This design comes from an exercise in tuning for small area, a short achievable clock period and few clock cycles on the open sky130 flow, not from production work.
No functional check of the RTL was part of this run.
Power figures rest on the tool's default switching activity, not on a simulated workload.

==> flow/design.v <==
module hxp_stream (
    input  wire        clk,
    input  wire        rst,
    input  wire        in_valid,
    output wire        in_ready,
    input  wire [7:0]  in_data,
    input  wire        in_end,
    output wire        out_valid,
    input  wire        out_ready,
    output wire [31:0] out_addr,
    output wire [7:0]  out_len,
    output wire [7:0]  out_data,
    output wire        out_last,
    output wire        done,
    output wire [3:0]  res_code,
    output wire [31:0] res_line,
    output wire [15:0] res_ext,
    output wire [7:0]  res_calc,
    output wire [7:0]  res_decl,
    output wire [1:0]  res_cause
);
    localparam integer RK  = 8;             
    localparam integer RKB = 3;             
    localparam integer NW  = 256 / RK;      
    localparam [10:0]  LEAD = 11'd9;        
    localparam [1:0] CAUSE_LENGTH   = 2'd0;
    localparam [1:0] CAUSE_DIGIT    = 2'd1;
    localparam [1:0] CAUSE_EXTSHORT = 2'd2;
    reg        a_valid, b_valid;
    reg [7:0]  a_data, b_data;
    reg        a_end, b_end;
    wire       accept;                      
    wire       pop_in = a_valid && accept;
    wire       take   = in_valid && !b_valid;
    assign in_ready = !b_valid;
    always @(posedge clk) begin
        if (rst) begin
            a_valid <= 1'b0;
            b_valid <= 1'b0;
        end else if (b_valid) begin
            if (pop_in) begin
                a_data  <= b_data;
                a_end   <= b_end;
                b_valid <= 1'b0;
            end
        end else if (take) begin
            if (!a_valid || pop_in) begin
                a_valid <= 1'b1;
                a_data  <= in_data;
                a_end   <= in_end;
            end else begin
                b_valid <= 1'b1;
                b_data  <= in_data;
                b_end   <= in_end;
            end
        end else if (pop_in) begin
            a_valid <= 1'b0;
        end
    end
    wire       c_lf = (a_data == 8'h0A);
    wire       c_cr = (a_data == 8'h0D);
    reg        c_hex;
    reg [3:0]  c_val;
    always @(*) begin
        c_hex = 1'b1;
        c_val = a_data[3:0];
        if (a_data >= "0" && a_data <= "9")
            c_val = a_data[3:0];
        else if ((a_data >= "A" && a_data <= "F") || (a_data >= "a" && a_data <= "f"))
            c_val = a_data[3:0] + 4'd9;
        else
            c_hex = 1'b0;
    end
    localparam [1:0] P_ACT  = 2'd0;   
    localparam [1:0] P_SKIP = 2'd1;   
    localparam [1:0] P_FIN  = 2'd2;   
    localparam [1:0] P_DONE = 2'd3;   
    reg [1:0]  pstate;
    reg        done_r;
    reg [15:0] ext;
    reg [31:0] line_no;
    reg        code3, code1;              
    reg [1:0]  cause;
    reg [3:0]  hp;           
    reg        odd;          
    reg        cand;         
    reg        cr12, cr3;    
    reg        bad12;        
    reg        badrest;      
    reg        ge3;          
    reg        lastck;       
    reg        beyond;       
    reg [9:0]  left;         
    reg [3:0]  hi_nib;
    reg [7:0]  bc, ah, al, rt, ck;
    reg [7:0]  nsum;         
    reg        alloc;        
    reg [7:0]  s0;           
    reg [7:0]  T;            
    reg [10:0] busy;         
    reg [2:0]  qcnt;
    reg [1:0]  qwp, qrp;
    reg [7:0]  q0, q1, q2, q3;
    reg [7:0]  wdist;        
    reg [2:0]  oldcnt;       
    wire       flushed = (oldcnt == 3'd0);
    reg        rd_armed;
    reg [7:0]  rdist;        
    reg [7:0]  rd_cnt;       
    reg [7:0]  rec_bc, rec_ah, rec_al;
    reg [15:0] rec_ext;
    reg        ov;           
    reg [7:0]  od;
    reg        ol;
    reg [2047:0] ring;
    wire reader_idle = !rd_armed && !ov;
    wire       is_end   = a_end;
    wire       is_lf    = !a_end && c_lf;
    wire       is_chr   = !a_end && !c_lf;
    wire [7:0] cur_byte = {hi_nib, c_val};
    wire       pos0     = (hp == 4'd0);
    wire       pos12    = (hp == 4'd1) || (hp == 4'd2);
    wire       pos_ge3  = !pos0 && !pos12;
    wire       even_b   = !odd && !pos0;            
    wire       is_ck_lo = (hp >= 4'd3) && !beyond && (left == 10'd0);
    wire       in_data_rgn = even_b && (hp >= 4'd10) && !beyond && (left != 10'd0);
    wire       line_end = is_lf || (is_end && !pos0);
    wire       cks_ok = (nsum == ck);
    wire       v_len1  = !ge3;
    wire       v_dig1  = ge3 && bad12;
    wire       v_len2  = ge3 && !bad12 && !lastck;
    wire       v_dig2  = ge3 && !bad12 && lastck && badrest;
    wire       v_good  = ge3 && !bad12 && lastck && !badrest;
    wire       v_cks   = v_good && !cks_ok;
    wire       v_ok    = v_good && cks_ok;
    wire       v_data  = v_ok && (rt == 8'h00);
    wire       v_eof   = v_ok && (rt == 8'h01);
    wire       v_ext   = v_ok && (rt == 8'h04);
    wire       v_xshort = v_ext && (bc < 8'd2);
    wire       v_stop  = v_len1 || v_dig1 || v_len2 || v_dig2 || v_cks || v_eof || v_xshort;
    wire       act      = (pstate == P_ACT);
    wire       do_alloc = act && is_chr && cand && (hp == 4'd9) && (rt == 8'h00);
    wire       do_push  = act && is_chr && cand && alloc && in_data_rgn;
    wire       do_disp  = act && line_end && cand && v_data;
    wire       q_empty  = (qcnt == 3'd0);
    assign accept =
        (pstate == P_SKIP) ||
        (act && !(do_disp && !reader_idle)
             && !(do_alloc && !q_empty)
             && !(do_push && qcnt[2]));
    wire       step = a_valid && accept;      
    wire [10:0] target = {2'b00, bc, 1'b0} + LEAD;
    wire [10:0] rsel   = (busy > target) ? busy : target;
    wire [10:0] busy_dec = (busy == 11'd0) ? 11'd0 : busy - 11'd1;
    reg  [7:0] qhead;
    always @(*) begin
        case (qrp)
        2'd0: qhead = q0;
        2'd1: qhead = q1;
        2'd2: qhead = q2;
        default: qhead = q3;
        endcase
    end
    wire [7:0] gdist   = wdist - rdist;
    wire       guard   = flushed && rd_armed && (gdist < rd_cnt);
    wire       q_write = !q_empty && (wdist[RKB-1:0] == {RKB{1'b0}}) && !guard;
    wire       push    = step && do_push;
    wire       can_load = !ov || out_ready;
    wire       rd_go    = rd_armed && flushed && (rdist == 8'd0) && can_load;
    genvar gi;
    generate
        for (gi = 0; gi < 256; gi = gi + 1) begin : g_ring
            localparam integer NXT = (gi + 1) % 256;
            if ((NXT % RK) == 0) begin : g_w
                wire sel = q_write && (wdist[7:RKB] == NXT / RK);
                always @(posedge clk)
                    ring[gi*8 +: 8] <= sel ? qhead : ring[NXT*8 +: 8];
            end else begin : g_s
                always @(posedge clk)
                    ring[gi*8 +: 8] <= ring[NXT*8 +: 8];
            end
        end
    endgenerate
    always @(posedge clk) begin
        T <= T + 8'd1;
        if (step && do_alloc) begin
            s0    <= T + rsel[7:0];
            wdist <= rsel[7:0] - 8'd1;
        end else begin
            wdist <= wdist - (q_write ? 8'd0 : 8'd1);
        end
        if (step && do_disp)
            rdist <= s0 - T - 8'd1;
        else
            rdist <= rdist - (rd_go ? 8'd0 : 8'd1);
    end
    always @(posedge clk) begin
        if (push) begin
            case (qwp)
            2'd0: q0 <= cur_byte;
            2'd1: q1 <= cur_byte;
            2'd2: q2 <= cur_byte;
            default: q3 <= cur_byte;
            endcase
        end
    end
    always @(posedge clk) begin
        if (rst) begin
            qcnt    <= 3'd0;
            qwp     <= 2'd0;
            qrp     <= 2'd0;
            oldcnt  <= 3'd0;
            busy    <= 11'd0;
        end else begin
            qcnt <= qcnt + (push ? 3'd1 : 3'd0) - (q_write ? 3'd1 : 3'd0);
            if (push)    qwp <= qwp + 2'd1;
            if (q_write) qrp <= qrp + 2'd1;
            if (step && do_alloc)
                busy <= rsel + {3'b000, bc} - 11'd1;
            else
                busy <= busy_dec;
            if (step && do_disp)
                oldcnt <= qcnt - (q_write ? 3'd1 : 3'd0);
            else if (q_write && oldcnt != 3'd0)
                oldcnt <= oldcnt - 3'd1;
        end
    end
    always @(posedge clk) begin
        if (rst) begin
            rd_armed <= 1'b0;
            ov       <= 1'b0;
        end else begin
            if (step && do_disp) begin
                rec_bc  <= bc;
                rec_ah  <= ah;
                rec_al  <= al;
                rec_ext <= ext;
                rd_cnt  <= bc;
                if (bc == 8'd0) begin
                    ov <= 1'b1;
                    ol <= 1'b1;
                end else begin
                    rd_armed <= 1'b1;
                end
            end else if (rd_go) begin
                ov     <= 1'b1;
                od     <= ring[7:0];
                ol     <= (rd_cnt == 8'd1);
                rd_cnt <= rd_cnt - 8'd1;
                if (rd_cnt == 8'd1)
                    rd_armed <= 1'b0;
            end else if (out_ready) begin
                ov <= 1'b0;
            end
        end
    end
    assign out_valid = ov;
    assign out_data  = od;
    assign out_last  = ol;
    assign out_addr  = {rec_ext, rec_ah, rec_al};
    assign out_len   = rec_bc;
    task automatic new_line;
        begin
            hp      <= 4'd0;
            odd     <= 1'b0;
            cand    <= 1'b0;
            cr12    <= 1'b0;
            cr3     <= 1'b0;
            bad12   <= 1'b0;
            badrest <= 1'b0;
            ge3     <= 1'b0;
            lastck  <= 1'b0;
            beyond  <= 1'b0;
            alloc   <= 1'b0;
        end
    endtask
    always @(posedge clk) begin
        if (rst) begin
            pstate  <= P_ACT;
            done_r  <= 1'b0;
            ext     <= 16'd0;
            line_no <= 32'd0;
            code3   <= 1'b0;
            code1   <= 1'b0;
            cause   <= 2'd0;
            new_line;
        end else begin
            done_r <= 1'b0;
            case (pstate)
            P_ACT: if (step) begin
                if (line_end) begin
                    line_no <= line_no + 32'd1;
                    new_line;
                    if (cand) begin
                        if (v_stop) begin
                            code3 <= !v_eof && !v_cks;
                            code1 <= !v_eof;
                            cause <= (v_len1 || v_len2) ? CAUSE_LENGTH :
                                     (v_dig1 || v_dig2) ? CAUSE_DIGIT : CAUSE_EXTSHORT;
                            pstate <= is_end ? P_FIN : P_SKIP;
                        end else begin
                            if (v_ext)
                                ext <= {ah, al};
                            if (is_end)
                                pstate <= P_FIN;
                        end
                    end else if (is_end) begin
                        pstate <= P_FIN;
                    end
                end else if (is_end) begin
                    pstate <= P_FIN;
                end else begin
                    hp  <= (hp == 4'd15) ? hp : hp + 4'd1;
                    odd <= !odd;
                    if (pos0) begin
                        cand <= (a_data == ":");
                    end else if (cand) begin
                        if (c_cr) begin
                            if (pos12) cr12 <= 1'b1;
                            else       cr3  <= 1'b1;
                        end else begin
                            if (cr12 || (pos12 && !c_hex))   bad12   <= 1'b1;
                            if (cr3 || (pos_ge3 && !c_hex))  badrest <= 1'b1;
                            if (!pos0 && hp != 4'd1)         ge3     <= 1'b1;
                            lastck <= is_ck_lo;
                        end
                        if (pos_ge3) begin
                            left <= left - 10'd1;
                            if (left == 10'd0) beyond <= 1'b1;
                        end
                        if (odd) begin
                            hi_nib <= c_val;
                        end else begin
                            case (hp)
                            4'd2: begin
                                bc   <= cur_byte;
                                nsum <= 8'd0 - cur_byte;
                                left <= {1'b0, cur_byte, 1'b0} + 10'd7;
                            end
                            4'd4: ah <= cur_byte;
                            4'd6: al <= cur_byte;
                            4'd8: rt <= cur_byte;
                            4'd10: if (rt == 8'h04 && in_data_rgn) ah <= cur_byte;
                            4'd12: if (rt == 8'h04 && in_data_rgn) al <= cur_byte;
                            default: ;
                            endcase
                            if (hp != 4'd2 && !beyond && left != 10'd0)
                                nsum <= nsum - cur_byte;
                            if (is_ck_lo)
                                ck <= cur_byte;
                        end
                        if (do_alloc)
                            alloc <= 1'b1;
                    end
                end
            end
            P_SKIP: if (step && is_end) begin
                pstate <= P_FIN;
            end
            P_FIN: if (reader_idle) begin
                pstate <= P_DONE;
                done_r <= 1'b1;
            end
            default: begin
                pstate  <= P_ACT;
                ext     <= 16'd0;
                line_no <= 32'd0;
                code3   <= 1'b0;
                code1   <= 1'b0;
                new_line;
            end
            endcase
        end
    end
    assign done      = done_r;
    assign res_code  = {code3, 1'b0, code1, 1'b0};
    assign res_line  = line_no;
    assign res_ext   = ext;
    assign res_calc  = nsum;
    assign res_decl  = ck;
    assign res_cause = cause;
endmodule
==> flow/run.sh <==
#!/bin/bash
# synth_recipe.tcl (not shown) runs the flow's synth.tcl, then flattens the netlist and writes it again
# the make line also repeats each setting of config.mk as NAME=value (left out here)
make -C /OpenROAD-flow-scripts/flow DESIGN_CONFIG=/design/flow/config.mk WORK_HOME=/design/flow/orfs CLKGATE_MAP_FILE= SYNTH_SCRIPT=/design/flow/synth_recipe.tcl finish
==> flow/config.mk <==
export PLATFORM = sky130hd
export DESIGN_NAME = hxp_stream
export DESIGN_NICKNAME = hxp_stream
export VERILOG_FILES = /design/flow/design.v
export SDC_FILE = /design/flow/constraint.sdc
export NUM_CORES = 4
export LEC_CHECK = 0
export CAP_MARGIN = 20
export CORE_MARGIN = 2
export CORE_UTILIZATION = 40
export PLACE_DENSITY = 0.6
export SLEW_MARGIN = 20
==> flow/constraint.sdc <==
create_clock -name core_clock -period 6.5 [get_ports {clk}]
set_input_delay 1.3000 -clock core_clock [delete_from_list [all_inputs] [get_ports {clk}]]
set_output_delay 1.3000 -clock core_clock [all_outputs]
set_load 0.01 [all_outputs]
==> results.txt <==
==> synthesized netlist by cell type, types with 6 or more instances <==
| cell type | number | area share |
|---|---|---|
| nand4b_1 | 17 | 0.0025 |
| nand4_1 | 39 | 0.0041 |
| a222oi_1 | 8 | 0.0013 |
| buf_2 | 8 | 0.00067 |
| edfxtp_1 | 177 | 0.089 |
| a31oi_1 | 7 | 0.00074 |
| nor4_1 | 13 | 0.0014 |
| and3_1 | 11 | 0.0012 |
| or2_2 | 6 | 0.00063 |
| clkbuf_1 | 74 | 0.0047 |
| xnor2_1 | 71 | 0.010 |
| ha_1 | 100 | 0.021 |
| nand3_1 | 61 | 0.0051 |
| a211oi_1 | 6 | 0.00076 |
| nand2b_1 | 10 | 0.0011 |
| xor2_1 | 35 | 0.0051 |
| o21ai_1 | 6 | 0.00050 |
| o211ai_1 | 12 | 0.0015 |
| nor2b_1 | 17 | 0.0018 |
| nand2_1 | 138 | 0.0087 |
| or3_1 | 14 | 0.0015 |
| o21ai_0 | 54 | 0.0045 |
| fa_1 | 6 | 0.0020 |
| a21oi_1 | 99 | 0.0083 |
| mux2_2 | 267 | 0.051 |
| dfxtp_1 | 2166 | 0.73 |
| and2_1 | 16 | 0.0017 |
| nor3_1 | 32 | 0.0027 |
| o31ai_1 | 15 | 0.0019 |
| nor2_1 | 95 | 0.0060 |
| or4_1 | 25 | 0.0032 |
| a21o_1 | 18 | 0.0023 |
| inv_1 | 112 | 0.0071 |
| o21a_1 | 14 | 0.0018 |
| mux2i_1 | 18 | 0.0030 |
==> layer usage <==
metal  GRT usage  up-vias  share of wire
met5           0        -              0
met1       0.195    13128           0.52
met2       0.189      438           0.42
li1            -    13459              -
met3      0.0276      155          0.038
met4      0.0459        0          0.021
==> worst min-delay path by stage <==
stage,from,end,slack (ns),cells after the start
finish,ring[745],ring[737],0.29,0
global route,ring[745],ring[737],0.29,0
CTS,ring[745],ring[737],0.29,0
detailed placement,ring[1636],ring[1628],0.31,0
global placement,ring[1147],ring[1139],0.31,0
floorplan,ring[8],ring[0],0.31,0
==> power groups by stage <==
stage	clock [mW]	sequential [mW]	combinational, mW
5_1_grt	13.0	14.9	1.85
3_5_place_dp	0	15.2	1.64
6_report	12.1	14.8	1.67
3_3_place_gp	0	15.2	1.64
2_1_floorplan	0	15.1	1.16
4_1_cts	12.4	14.8	1.66
==> kinds of logic (layout without fill, tap and decap cells) <==
group / after synthesis / after routing
flops: 2343 / 2343
xor+xnor: 106 / 106
buf+inv: 206 / 653
simple gates: 521 / 521
other cells: 1 / 6
mux: 285 / 285
fa+ha+maj: 108 / 108
compound gates: 274 / 274
==> registers in the layout, indices dropped and copies added (netlist names), 10 cells and up <==
| register | flops |
|---|---|
| ring | 2048 |
| rec_ext | 16 |
| line_no | 32 |
| busy | 11 |
| left | 10 |
| ext | 16 |
==> area by class of cell <==
type | count | share of cell area
tap | 1930 | 0.0343
timing repair buffer | 163 | 0.0223
clock buffer | 307 | 0.0873
inverter | 113 | 0.00603
multi-input combinational | 1296 | 0.145
clock inverter | 70 | 0.0128
sequential | 2343 | 0.692
antenna | 4 | 0.000142
==> metrics by stage <==
stage / power [mW] / hold WS [ns] / util / worst slack, ns
CTS: 28.9 / 0.288 / 0.476 / 1.11
global route: 29.7 / 0.289 / 0.476 / 0.596
finish: 28.6 / 0.294 / 0.476 / 1.12
floorplan: 16.2 / 0.310 / - / 1.51
detailed placement: 16.8 / 0.312 / 0.428 / 1.11
global placement: 16.8 / 0.310 / 0.428 / 1.13
==> placed cells by master, fill, tap and decap left out, drive strengths merged, types with 61 or more instances in the layout <==
cell	Yosys	final
mux2	267	267
dfxtp	2166	2166
nand3	61	61
edfxtp	177	177
a21oi	100	100
clkdlybuf4s50	0	131
inv	112	115
o21ai	61	61
clkbuf	74	307
nand2	138	138
nor2	95	95
xnor2	71	71
ha	100	100
==> impl_metrics.tcl <==
set metrics [dict create \
    cp-startpoint "bc[4]" \
    slew_violations 0 \
    synth_compound_area_frac 0.0296 \
    async_flop_share 0 \
    io_buffers 132 \
    synth_top_family_by_area "multiplexers" \
    core_um2 148000 \
    crit_family "compound AO/OA/AOI/OAI gates" \
    synth-xor-area-share 0.0156 \
    internal-power_mw 22.3 \
    die_h_um 390 \
    grt-ovfl-total 0 \
    synthMuxAreaShare 0.0535 \
    dp_hpwl_um 57400 \
    r2r_cells 24 \
    synth-seq-cells 2343 \
    p_per_area_nw_per_um2 407 \
    slew_headroom 0.292 \
    cp.arrival_ns 6.11 \
    power_frac_comb 0.058 \
    switching_share 0.222 \
    seq_power_share 0.518 \
    routed_wl_um 99900 \
    cts_tree "yes" \
    placed_cell_area_um2 63300 \
    grt_pass1_wl_um 155000 \
    nets 4240 \
    rsz0062_at_grt "no" \
    crit_buf_inv 4 \
    final_hold_viol_count 0 \
    wl_per_cell_um 16.0 \
    layout-drive-gt1-share 0.156 \
    viasPerCell 4.37 \
    tightest_slew_ns 1.05 \
    cts_sinks 2343 \
    drt_first_pass_iters 5 \
    track_usage 0.132 \
    drv_cap 0 \
    cts_root_buf "clkbuf_16" \
    postRouteAntennaNets 0 \
    critPathMaxStageDelay_ns 0.46 \
    hold_class "reg -> reg" \
    peakVddDrop_mv 0.256 \
    dr_total_vias 27180 \
    syn_inst 3844 \
    numCtsBuffers 204 \
    cts.clk_slew.worst_paths_ns 0.06 \
    cp-start-kind "flop" \
    worstSetupEndpoint "busy[9]" \
    grt_pass1_vias 26754 \
    area_growth_syn_to_layout_pct 18.2 \
    p_clk_frac 0.424 \
    finClkSkew_ns 0.0430 \
    status "timing/DRC/antenna clean" \
    drcViolationCount 0 \
    fin_setup_tns_ns 0 \
    synth_fa_ha_area_frac 0.0234 \
    h-tree-depth 4 \
    ios 135 \
    initial_core_util 0.403 \
    path_cells "inv_1, nor3_1, nand3_1, xnor2_1, inv_1, ha_1, nand4_1, o41a_1, nor2_1, nor2_1, o21ai_0, inv_1, ha_1, inv_1, ha_1, fa_1, a21o_1, a21oi_1, o21bai_1, a21oi_1, o21ai_0, xor2_1, nand2_1, a21oi_1" \
    cp-end-kind "flop" \
    ys_types 79 \
    rows 141 \
    gp_congestion 0.827 \
    postSynthAreaPerCell_um2 15.5 \
    worstSetupPathType "reg -> reg" \
    netlist_area_um2 59500 \
    required_ns 7.24 \
    dp.cells 5845 \
    timing.rr.start "bc[4]" \
    holdBufCountCts 0 \
    cts_resized 0 \
    r2r_slack_ns 1.12 \
    ys_warn_count 1 \
    synth_edf_count 177 \
    power_switching_mw 6.35 \
    final_cells 6226 \
    cpMostUsedCell "inv_1" \
    worstPathMaxFanout 6 \
    dieArea_um2 152000 \
    synthFlopType "dfxtp_1" \
    period_share 0.827 \
    fillers 12557 \
    clkLatencyLatePin_ns 0.81 \
    synth-simple-area-share 0.0464 \
    multi_input_area_um2 10200 \
    post_cts_buffers 0 \
    antenna_found_initial 4 \
    drt_iter0_drc 1548 \
    p_leak_nw 27.8 \
    max_freq_mhz 186 \
    die_w_um 390 \
    fin_crit_ns 5.38 \
    ys_seq_area_frac 0.818 \
    grt_max_degree 60 \
    cpMaxStageDelayCell "edfxtp_1" \
    finish.instance_area_um2 70300 \
    reg2reg_to "busy[9]" \
    seq_area_um2 48700 \
    setup_viol 0 \
    crit_cells 24 \
    clockBufferDepth 3 \
]

==> what the ideal ports hide <==
No port has a modelled driver above. Below, the same layout with a new extraction and two added sets of constraints. Step 1: set_driving_cell puts a clkbuf_16 on clk and a buf_2 on each other input, an assumption about the parent block. Step 2 adds t to the input delays and takes it off the output delays; t is the mean of the earliest and latest rising clock arrival at the registers after step 1. Input paths then give back, and output paths get back, about the clock's delay inside the block. Three values: ideal ports, drivers, drivers and shift; two values: the first two.
t, ns: 0.865
setup slack, ns: 1.124 / 1.124 / 1.124
clock arrival spread, ns: 0.044 / 0.045
After both steps this run still meets setup and hold. For this run, drivers alone change the setup slack by 0.000 ns; drivers and shift together by 0.000 ns.
